This design comes from an exercise in tuning for small area, a short achievable clock period and few clock cycles per item on the open sky130 flow, not from production work.
Only simulation tests tie the RTL to the original design; equivalence was not proved.

==> inputs of run a <==
// ladder4_core
module ladder4_core (
    input  wire        clk,
    input  wire        rst,         
    input  wire        in_valid,
    output wire        in_ready,
    input  wire [31:0] in_x,
    input  wire [31:0] b0,
    input  wire [31:0] b1,
    input  wire [31:0] a1,
    input  wire [31:0] rg,
    input  wire [31:0] wta,
    input  wire [31:0] wtb,
    input  wire [31:0] wtc,
    input  wire [31:0] wtd,
    input  wire [31:0] wte,
    output reg         out_valid,
    output wire [31:0] out_y
);
    localparam [31:0] K_ONE = 32'h3F800000;
    reg  [31:0] s1, o1, o2, o3, o4;
    reg  [31:0] xr, cr, p, h, s, drv;
    reg         xf;                      
    reg  [4:0]  c;                       
    assign in_ready = ~xf;
    assign out_y    = s;
    function [31:0] dbl(input [31:0] v);
        dbl = (v[30:23] != 8'd0) ? v + 32'h00800000 : {v[31], v[29:0], 1'b0};
    endfunction
    function [31:0] half(input [31:0] v);
        half = (v[30:24] != 7'd0) ? v - 32'h00800000 : {v[31], 1'b0, v[30:1]};
    endfunction
    wire [31:0] k4 = dbl(dbl(rg));
    wire accept  = in_valid & ~xf;
    wire consume = (c == 5'd18) | (c == 5'd23);
    reg  [4:0] cn;
    always @* begin
        if (c == 5'd31)       cn = xf ? 5'd20 : 5'd31;
        else if (c == 5'd18)  cn = xf ? 5'd0 : 5'd31;
        else if (c == 5'd23)  cn = 5'd0;
        else                  cn = c + 5'd1;
    end
    reg        m_o4, m_s1, m_s, m_o1, m_o2, m_o3, m_x;    
    reg        h_we, drv_we, s1_we, o1_we, o2_we, o3_we, o4_we, s_clip;
    reg        a_one, a_h, a_s;                          
    reg        b_half, b_negp;                           
    reg        q_b1, q_b0, q_a1, q_wa, q_wb, q_wc, q_wd, q_we, q_drv;    
    reg        ov_n;
    always @(posedge clk) begin
  ...
export LEC_CHECK = 0
export ABC_AREA = 1
export CAP_MARGIN = 20
export CORE_MARGIN = 2
export CORE_UTILIZATION = 40
export SLEW_MARGIN = 20
create_clock -name core_clock -period 30.0 [get_ports {clk}]
run.sh (not shown) runs the stock make flow with config.mk's settings and CLKGATE_MAP_FILE= SYNTH_SCRIPT=/design/flow/synth_recipe.tcl, a recipe that flattens the netlist after the stock synthesis.
==> run b: changes against run a <==
ABC_AREA = default   (was 1)
==> results.txt <==
| item | run a | run b |
|---|---|---|
| Non-clock buffer area fraction after layout | 0.0792 | 0.0780 |
| Worst hold slack | 0.421 ns | 0.472 ns |
| Hold-critical path depth | 2 | 1 |
| Post-synth top area share | 0.133 | 0.0948 |
| Number of inserted diodes | 9 | 7 |
| End-of-flow core utilization | 0.453 | 0.444 |
| Wire length on met1 | 93.2 mm | 116 mm |
| Basic-gate share of the synthesized area counting and, or, nand and nor cells | 0.291 | 0.237 |
| Outcome | complete, no violations | complete, no violations |
| Summed area of non-filler cells in the final layout | 56700 µm² | 67300 µm² |
| Critical Path Most Common Cell | sky130_fd_sc_hd__inv_1 | sky130_fd_sc_hd__fa_1 |
| Worst setup slack after placement | 13.82 ns | 11.42 ns |
| Post-Synth XOR/XNOR Area | 0.0732 | 0.0358 |
| Average instance area after synthesis | 6.44 µm² | 6.95 µm² |
| Die width | 359 µm | 395 µm |
| Post-placement cell count | 9511 | 10594 |
| Upper clock frequency limit | 60.4 MHz | 53.2 MHz |
| Routed wire length on met3 | 20.8 mm | 29.8 mm |
Testbench counts of run a, summed over its fixed seeds: cycles 39,136, items 2,048.
Testbench counts of run b, summed over its fixed seeds: cycles 39,136, items 2,048.

==> inputs of 08-15 <==
Another version of the RTL of ladder4_core (not shown whole).
==> flow/config.mk <==
export PLATFORM = sky130hd
export DESIGN_NAME = ladder4_core
export DESIGN_NICKNAME = ladder4_core
export VERILOG_FILES = /design/flow/design.v
export SDC_FILE = /design/flow/constraint.sdc
export NUM_CORES = 4
export LEC_CHECK = 0
export ABC_AREA = 1
export CAP_MARGIN = 20
export CORE_MARGIN = 2
export CORE_UTILIZATION = 45
export CTS_BUF_LIST = sky130_fd_sc_hd__clkbuf_16 sky130_fd_sc_hd__clkbuf_8
export CTS_CLUSTER_SIZE = 50
export SLEW_MARGIN = 20
==> flow/constraint.sdc <==
create_clock -name core_clock -period 30.0 [get_ports {clk}]
set_input_delay 6.0000 -clock core_clock [delete_from_list [all_inputs] [get_ports {clk}]]
set_output_delay 6.0000 -clock core_clock [all_outputs]
set_load 0.01 [all_outputs]
standard.sh (not shown) runs the stock make flow with config.mk's settings and CLKGATE_MAP_FILE= SYNTH_SCRIPT=/design/flow/synth_recipe.tcl, a recipe that flattens the netlist after the stock synthesis.
==> flow/flow/run.sh <==
#!/bin/bash
set -euo pipefail
MARGIN=$(cat flow/margin.txt)
bash standard.sh SETUP_SLACK_MARGIN=$MARGIN "BUFFER_PORTS_ARGS=-buffer_cell sky130_fd_sc_hd__buf_1" finish > standard.log 2>&1
==> flow/flow/margin.txt <==
22.5
==> inputs of 01-06, as changes to 08-15 <==
==> flow/config.mk (replaced) <==
export PLATFORM = sky130hd
export DESIGN_NAME = ladder4_core
export DESIGN_NICKNAME = ladder4_core
export VERILOG_FILES = /design/flow/design.v
export SDC_FILE = /design/flow/constraint.sdc
export NUM_CORES = 4
export LEC_CHECK = 0
export ABC_AREA = 1
export CAP_MARGIN = 20
export CORE_MARGIN = 2
export CORE_UTILIZATION = 40
export CTS_BUF_LIST = sky130_fd_sc_hd__clkbuf_8 sky130_fd_sc_hd__clkbuf_4
export CTS_CLUSTER_SIZE = 30
export SLEW_MARGIN = 20
==> inputs of 10-25, as changes to 08-15 <==
--- a/flow/design.v
+++ b/flow/design.v
@@ -1152,30 +1152,31 @@
     input  wire [31:0] rg,
     input  wire [31:0] wta,
     input  wire [31:0] wtb,
     input  wire [31:0] wtc,
     input  wire [31:0] wtd,
     input  wire [31:0] wte,
-    output reg         out_valid,
+    output wire        out_valid,
     output wire [31:0] out_y
 );
     localparam [31:0] K_ONE = 32'h3F800000;
     reg  [31:0] s1, o1, o2, o3, o4;
-    reg  [31:0] xr, cr, p, h, acc, drv;
+    reg  [31:0] xr, cra, crb, p, h, acc, drv;
+    reg         rst_r;                   
+    reg         ov;
     reg         xf;                      
-    reg         rdy;                     
-    reg  [31:0] yo;                      
     reg  [5:0]  c;                       
     reg         v_s1, v_o1, v_o2, v_o3, v_o4;    
     reg         dr;                      
     reg         tp;                      
     reg         nx;                      
-    assign in_ready = rdy;
-    assign out_y    = yo;
-    wire [31:0] t2 = (|cr[30:23]) ? {cr[31], cr[30:23] + 8'd1, cr[22:0]} : {cr[31], cr[29:0], 1'b0};
-    wire accept = in_valid & ~xf;
+    assign in_ready  = ~xf & ~rst_r;
+    assign out_valid = ov & ~rst_r;
+    assign out_y    = acc;
+    wire [31:0] t2 = (|crb[30:23]) ? {crb[31], crb[30:23] + 8'd1, crb[22:0]} : {crb[31], crb[29:0], 1'b0};
+    wire accept = in_valid & in_ready;
     reg  [5:0] cn;
     always @* begin
         if (c == 6'd63)       cn = xf ? 6'd32 : 6'd63;
         else if (c == 6'd37)  cn = 6'd0;
         else if (c == 6'd27)  cn = 6'd0;
         else if (dr && c == 6'd7) cn = 6'd63;
@@ -1184,13 +1185,15 @@
     wire run_n = (cn[5] == 1'b0);
     wire dr_n  = (c == 6'd27) ? ~nx : (cn == 6'd63 ? 1'b0 : dr);
     reg m_o1, m_o2, m_o3, m_o4, m_s1, m_x, m_b4;       
     reg h_we, am_we;                                   
     reg a_one, a_h, a_o1, a_o2, a_o3, a_o4, a_acc, b_neg;    
     reg drv_we, s1_we, o1_we, o2_we, o3_we, o4_we, aa_we;    
-    reg k_b1, k_b0, k_a1, k_wa, k_wb, k_wc, k_wd, k_we, k_drv, k_rg;    
+    reg ka_b1, ka_b0, ka_a1, ka_wa, ka_wb;              
+    reg kb_rg, kb_wc, kb_wd, kb_we, kb_drv;             
+    reg m_ba;                                           
     reg d_t2;                                           
     always @(posedge clk) begin
         m_o4  <= run_n & ((cn == 6'd0) | (cn == 6'd3) | (cn == 6'd24));
         m_s1  <= run_n & ((cn == 6'd1) | (cn == 6'd4) | (cn == 6'd8));
         m_o1  <= run_n & ((cn == 6'd6) | (cn == 6'd7) | (cn == 6'd10) | (cn == 6'd11));
         m_o2  <= run_n & ((cn == 6'd12) | (cn == 6'd13) | (cn == 6'd16) | (cn == 6'd17));
@@ -1208,27 +1211,29 @@
         a_o4  <= (cn == 6'd26);
         a_acc <= (cn == 6'd5) | (cn == 6'd13) | (cn == 6'd19) | (cn == 6'd25);
         b_neg <= (cn == 6'd2);
         drv_we <= (cn == 6'd2) | (cn == 6'd35);
         d_t2  <= (cn == 6'd0) | (cn == 6'd33);
         aa_we <= (cn == 6'd6) | (cn == 6'd14) | (cn == 6'd20) | (cn == 6'd26);
-        k_b1  <= (cn == 6'd0) | (cn == 6'd6) | (cn == 6'd12) | (cn == 6'd18);
-        k_b0  <= (cn == 6'd3) | (cn == 6'd9) | (cn == 6'd15) | (cn == 6'd21);
-        k_a1  <= (cn == 6'd5) | (cn == 6'd11) | (cn == 6'd17) | (cn == 6'd23);
-        k_we  <= (cn == 6'd2);
-        k_wa  <= (cn == 6'd7);
-        k_wb  <= (cn == 6'd10);
-        k_wc  <= (cn == 6'd16);
-        k_wd  <= (cn == 6'd22);
-        k_drv <= (cn == 6'd25) | (cn == 6'd36);
-        k_rg  <= ~((cn == 6'd0) | (cn == 6'd6) | (cn == 6'd12) | (cn == 6'd18) |
-                   (cn == 6'd3) | (cn == 6'd9) | (cn == 6'd15) | (cn == 6'd21) |
-                   (cn == 6'd5) | (cn == 6'd11) | (cn == 6'd17) | (cn == 6'd23) |
-                   (cn == 6'd2) | (cn == 6'd7) | (cn == 6'd10) | (cn == 6'd16) |
-                   (cn == 6'd22) | (cn == 6'd25) | (cn == 6'd36));
-        if (rst) begin
+        ka_b1 <= (cn == 6'd0) | (cn == 6'd6) | (cn == 6'd12) | (cn == 6'd18) |
+                 (cn >= 6'd24 && cn <= 6'd27) | cn[5];
+        ka_b0 <= (cn >= 6'd1 && cn <= 6'd3) | (cn == 6'd8) | (cn == 6'd9) |
+                 (cn >= 6'd13 && cn <= 6'd15) | (cn >= 6'd19 && cn <= 6'd21);
+        ka_a1 <= (cn == 6'd4) | (cn == 6'd5) | (cn == 6'd11) | (cn == 6'd16) | (cn == 6'd17) |
+                 (cn == 6'd22) | (cn == 6'd23);
+        ka_wa <= (cn == 6'd7);
+        ka_wb <= (cn == 6'd10);
+        kb_we <= (cn <= 6'd2);
+        kb_wc <= (cn >= 6'd3 && cn <= 6'd16);
+        kb_wd <= (cn >= 6'd17 && cn <= 6'd22);
+        kb_drv <= (cn >= 6'd23 && cn <= 6'd25) | (cn == 6'd36);
+        kb_rg <= (cn == 6'd26) | (cn == 6'd27) | (cn[5] & (cn != 6'd36));
+        m_ba  <= (cn == 6'd1) | (cn == 6'd4) | (cn == 6'd6) | (cn == 6'd7) | (cn == 6'd8) |
+                 (cn == 6'd10) | (cn == 6'd11) | (cn == 6'd12) | (cn == 6'd13) |
+                 (cn == 6'd16) | (cn == 6'd18) | (cn == 6'd19) | (cn == 6'd22) | (cn == 6'd24);
+        if (rst_r) begin
             s1_we <= 1'b0; o1_we <= 1'b0; o2_we <= 1'b0; o3_we <= 1'b0; o4_we <= 1'b0;
         end else begin
             s1_we <= (cn == 6'd3) & ~dr_n;
             o1_we <= ((cn == 6'd7) & ~dr_n) | (cn == 6'd9);
             o2_we <= (cn == 6'd13) | (cn == 6'd15);
             o3_we <= (cn == 6'd19) | (cn == 6'd21);
@@ -1236,29 +1241,31 @@
         end
     end
     wire [31:0] ma = ({32{m_o4 & v_o4}} & o4) | ({32{m_s1 & v_s1}} & s1) |
                      ({32{m_o1 & v_o1}} & o1) | ({32{m_o2 & v_o2}} & o2) |
                      ({32{m_o3 & v_o3}} & o3) | ({32{m_x}} & xr);
     wire [31:0] my;
-    fp32_mul u_mul (.clk(clk), .a(ma), .b(cr), .b4(m_b4), .y(my));
+    wire [31:0] mb = m_ba ? cra : crb;
+    fp32_mul u_mul (.clk(clk), .a(ma), .b(mb), .b4(m_b4), .y(my));
     wire [31:0] aa = ({32{a_one}} & K_ONE) | ({32{a_h}} & h) | ({32{a_acc}} & acc) |
                      ({32{a_o1}} & o1) | ({32{a_o2}} & o2) | ({32{a_o3}} & o3) |
                      ({32{a_o4}} & o4);
     wire [31:0] ab = a_one ? drv : {p[31] ^ b_neg, p[30:0]};
     wire [31:0] ay;
     wire        ay_gt1;
     fp32_add u_add (.clk(clk), .a(aa), .b(ab), .y(ay), .gt1(ay_gt1));
     wire [31:0] ay_clip = ay_gt1 ? {ay[31], K_ONE[30:0]} : ay;
-    wire [31:0] cr_n = ({32{k_b1}} & b1) | ({32{k_b0}} & b0) | ({32{k_a1}} & a1) |
-                       ({32{k_wa}} & wta) | ({32{k_wb}} & wtb) | ({32{k_wc}} & wtc) |
-                       ({32{k_wd}} & wtd) | ({32{k_we}} & wte) | ({32{k_drv}} & drv) |
-                       ({32{k_rg}} & rg);
+    wire [31:0] cra_n = ({32{ka_b1}} & b1) | ({32{ka_b0}} & b0) | ({32{ka_a1}} & a1) |
+                        ({32{ka_wa}} & wta) | ({32{ka_wb}} & wtb);
+    wire [31:0] crb_n = ({32{kb_rg}} & rg) | ({32{kb_wc}} & wtc) | ({32{kb_wd}} & wtd) |
+                        ({32{kb_we}} & wte) | ({32{kb_drv}} & drv);
     always @(posedge clk) begin
         p  <= my;
-        yo <= ay;
-        cr <= cr_n;
+        cra <= cra_n;
+        crb <= crb_n;
+        rst_r <= rst;
         if (h_we) h <= my;
         if (am_we)      acc <= my;
         else if (aa_we) acc <= ay;
         if (drv_we)    drv <= ay;
         else if (d_t2) drv <= t2;
         if (!xf) xr <= in_x;
@@ -1266,35 +1273,31 @@
         if (o1_we) o1 <= ay;
         if (o2_we) o2 <= ay;
         if (o3_we) o3 <= ay;
         if (o4_we) o4 <= ay;
     end
     always @(posedge clk) begin
-        if (rst) begin
+        if (rst_r) begin
             v_s1 <= 1'b0; v_o1 <= 1'b0; v_o2 <= 1'b0; v_o3 <= 1'b0; v_o4 <= 1'b0;
             xf <= 1'b0;
-            rdy <= 1'b1;
             c  <= 6'd63;
             dr <= 1'b0;
             tp <= 1'b0;
             nx <= 1'b0;
-            out_valid <= 1'b0;
+            ov <= 1'b0;
         end else begin
-            out_valid <= tp && (c == 6'd6);
+            ov <= tp && (c == 6'd6);
             if (s1_we) v_s1 <= 1'b1;
             if (o1_we) v_o1 <= 1'b1;
             if (o2_we) v_o2 <= 1'b1;
             if (o3_we) v_o3 <= 1'b1;
             if (o4_we) v_o4 <= 1'b1;
-            if (accept) begin
-                xf  <= 1'b1;
-                rdy <= 1'b0;
-            end else if ((c == 6'd26 && !dr) || c == 6'd37) begin
-                xf  <= 1'b0;
-                rdy <= 1'b1;
-            end
+            if (accept)
+                xf <= 1'b1;
+            else if ((c == 6'd26 && !dr) || c == 6'd37)
+                xf <= 1'b0;
             if (c == 6'd26) nx <= xf;
             if (c == 6'd27)     tp <= 1'b1;
             else if (c == 6'd7) tp <= 1'b0;
             dr <= dr_n;
             c  <= cn;
         end
==> flow/flow/run.sh (replaced) <==
#!/bin/bash
set -euo pipefail
MARGIN=$(cat flow/margin.txt)
bash standard.sh SETUP_SLACK_MARGIN=$MARGIN finish > standard.log 2>&1
==> flow/flow/margin.txt (replaced) <==
23
==> flow/config.mk (replaced) <==
export PLATFORM = sky130hd
export DESIGN_NAME = ladder4_core
export DESIGN_NICKNAME = ladder4_core
export VERILOG_FILES = /design/flow/design.v
export SDC_FILE = /design/flow/constraint.sdc
export NUM_CORES = 4
export LEC_CHECK = 0
export ABC_AREA = 1
export CAP_MARGIN = 20
export CORE_MARGIN = 2
export CORE_UTILIZATION = 40
export CTS_BUF_LIST = sky130_fd_sc_hd__clkbuf_8 sky130_fd_sc_hd__clkbuf_4
export CTS_CLUSTER_SIZE = 30
export SLEW_MARGIN = 20
==> inputs of 12-08, as changes to 08-15 <==
--- a/flow/design.v
+++ b/flow/design.v
@@ -1159,21 +1159,19 @@
     output wire [31:0] out_y
 );
     localparam [31:0] K_ONE = 32'h3F800000;
     reg  [31:0] s1, o1, o2, o3, o4;
     reg  [31:0] xr, cr, p, h, acc, drv;
     reg         xf;                      
-    reg         rdy;                     
-    reg  [31:0] yo;                      
     reg  [5:0]  c;                       
     reg         v_s1, v_o1, v_o2, v_o3, v_o4;    
     reg         dr;                      
     reg         tp;                      
     reg         nx;                      
-    assign in_ready = rdy;
-    assign out_y    = yo;
+    assign in_ready = ~xf;
+    assign out_y    = acc;
     wire [31:0] t2 = (|cr[30:23]) ? {cr[31], cr[30:23] + 8'd1, cr[22:0]} : {cr[31], cr[29:0], 1'b0};
     wire accept = in_valid & ~xf;
     reg  [5:0] cn;
     always @* begin
         if (c == 6'd63)       cn = xf ? 6'd32 : 6'd63;
         else if (c == 6'd37)  cn = 6'd0;
@@ -1251,13 +1249,12 @@
     wire [31:0] cr_n = ({32{k_b1}} & b1) | ({32{k_b0}} & b0) | ({32{k_a1}} & a1) |
                        ({32{k_wa}} & wta) | ({32{k_wb}} & wtb) | ({32{k_wc}} & wtc) |
                        ({32{k_wd}} & wtd) | ({32{k_we}} & wte) | ({32{k_drv}} & drv) |
                        ({32{k_rg}} & rg);
     always @(posedge clk) begin
         p  <= my;
-        yo <= ay;
         cr <= cr_n;
         if (h_we) h <= my;
         if (am_we)      acc <= my;
         else if (aa_we) acc <= ay;
         if (drv_we)    drv <= ay;
         else if (d_t2) drv <= t2;
@@ -1269,32 +1266,28 @@
         if (o4_we) o4 <= ay;
     end
     always @(posedge clk) begin
         if (rst) begin
             v_s1 <= 1'b0; v_o1 <= 1'b0; v_o2 <= 1'b0; v_o3 <= 1'b0; v_o4 <= 1'b0;
             xf <= 1'b0;
-            rdy <= 1'b1;
             c  <= 6'd63;
             dr <= 1'b0;
             tp <= 1'b0;
             nx <= 1'b0;
             out_valid <= 1'b0;
         end else begin
             out_valid <= tp && (c == 6'd6);
             if (s1_we) v_s1 <= 1'b1;
             if (o1_we) v_o1 <= 1'b1;
             if (o2_we) v_o2 <= 1'b1;
             if (o3_we) v_o3 <= 1'b1;
             if (o4_we) v_o4 <= 1'b1;
-            if (accept) begin
-                xf  <= 1'b1;
-                rdy <= 1'b0;
-            end else if ((c == 6'd26 && !dr) || c == 6'd37) begin
-                xf  <= 1'b0;
-                rdy <= 1'b1;
-            end
+            if (accept)
+                xf <= 1'b1;
+            else if ((c == 6'd26 && !dr) || c == 6'd37)
+                xf <= 1'b0;
             if (c == 6'd26) nx <= xf;
             if (c == 6'd27)     tp <= 1'b1;
             else if (c == 6'd7) tp <= 1'b0;
             dr <= dr_n;
             c  <= cn;
         end
--- a/flow/config.mk
+++ b/flow/config.mk
@@ -6,9 +6,9 @@
 export NUM_CORES = 4
 export LEC_CHECK = 0
 export ABC_AREA = 1
 export CAP_MARGIN = 20
 export CORE_MARGIN = 2
 export CORE_UTILIZATION = 45
-export CTS_BUF_LIST = sky130_fd_sc_hd__clkbuf_16 sky130_fd_sc_hd__clkbuf_8
-export CTS_CLUSTER_SIZE = 50
+export CTS_BUF_LIST = sky130_fd_sc_hd__clkbuf_8 sky130_fd_sc_hd__clkbuf_4
+export CTS_CLUSTER_SIZE = 30
 export SLEW_MARGIN = 20
==> comparison table <==
| metric | 12-08 | 08-15 | 01-06 | 10-25 |
|---|---|---|---|---|
| Status | no timing/DRC/antenna violations | no timing/DRC/antenna violations | no timing/DRC/antenna violations | no timing/DRC/antenna violations |
| CP Max Fanout | 2 | 7 | 1 | 2 |
| XOR/XNOR Fraction of Synth Area | 7.882% | 7.514% | 7.514% | 7.927% |
| Final cell count without fillers | 8,807 | 8,754 | 8,991 | 9,505 |
| Launch point of the worst hold path | u_mul.r_sy | u_mul.r_sy | tp | tp |
| Category of the critical setup timing path | reg -> out | reg -> reg | in -> reg | reg -> out |
| Required time at the endpoint of the critical path | 24.00 ns | 30.51 ns | 30.70 ns | 24.00 ns |
| Endpoint of the worst register-to-register path | u_mul.r_prod[46] | u_mul.r_prod[46] | u_mul.r_prod[35] | u_mul.r_prod[46] |
| Number of levels the H-tree was split into | 3 | 2 | 3 | 3 |
| Proportion of netlist area held by the largest area contributor | 17.26% | 17.02% | 17.02% | 16.80% |
| Worst-path clk slew | 0.07 ns | 0.06 ns | 0.07 ns | 0.06 ns |
| Worst Hold End | p[31] | p[31] | tp | ov |
| Area inside the core boundary | 110,500 um2 | 112,200 um2 | 125,900 um2 | 127,700 um2 |
| Area taken by multi-input logic gates | 33,340 um2 | 33,510 um2 | 33,290 um2 | 36,080 um2 |
| Final non-clock buffer share | 6.344% | 6.062% | 5.919% | 13.55% |
| Filler cells | 11,010 | 11,170 | 12,820 | 12,100 |
| GR Layer Usage met3 | 9.137% | 7.881% | 8.265% | 9.606% |
| Cell count after synthesis | 6,858 | 6,872 | 6,872 | 7,057 |
Testbench counts of 08-15, summed over its fixed seeds: cycles 57,856, items 2,048.
Testbench counts of 01-06, summed over its fixed seeds: cycles 57,856, items 2,048.
Testbench counts of 10-25, summed over its fixed seeds: cycles 57,856, items 2,048.
Testbench counts of 12-08, summed over its fixed seeds: cycles 57,856, items 2,048.

port drivers added, routing unchanged:
How much do the figures lean on ideal ports? The routed layouts below were timed once more, with nothing changed but the port constraints. Step 1, drivers: a clkbuf_16 drives clk and a buf_2 each remaining input, both assumed. Step 2 moves the port delays by t, midway between the first and last clock arrival at a register: inputs arrive t later, outputs are due t later. That takes back most of the time a late clock gives input paths. a / b / c = ideal / step 1 / step 2; a / b = the first two.
run	t, ns	setup slack, ns	cell pins on the clock port's net
run a	0.627	13.434 / 13.434 / 13.434	1
run b	0.641	11.214 / 11.214 / 11.214	1
08-15	0.740	22.550 / 22.546 / 21.883	1
01-06	0.872	22.412 / 22.452 / 21.594	1
10-25	0.842	22.429 / 22.355 / 22.071	1
12-08	0.804	22.526 / 22.453 / 21.805	1
After both steps setup and hold are still met in every run listed. The setup slack of 01-06, which loses most, moves by +0.040 ns with the drivers and by -0.818 ns with both steps.
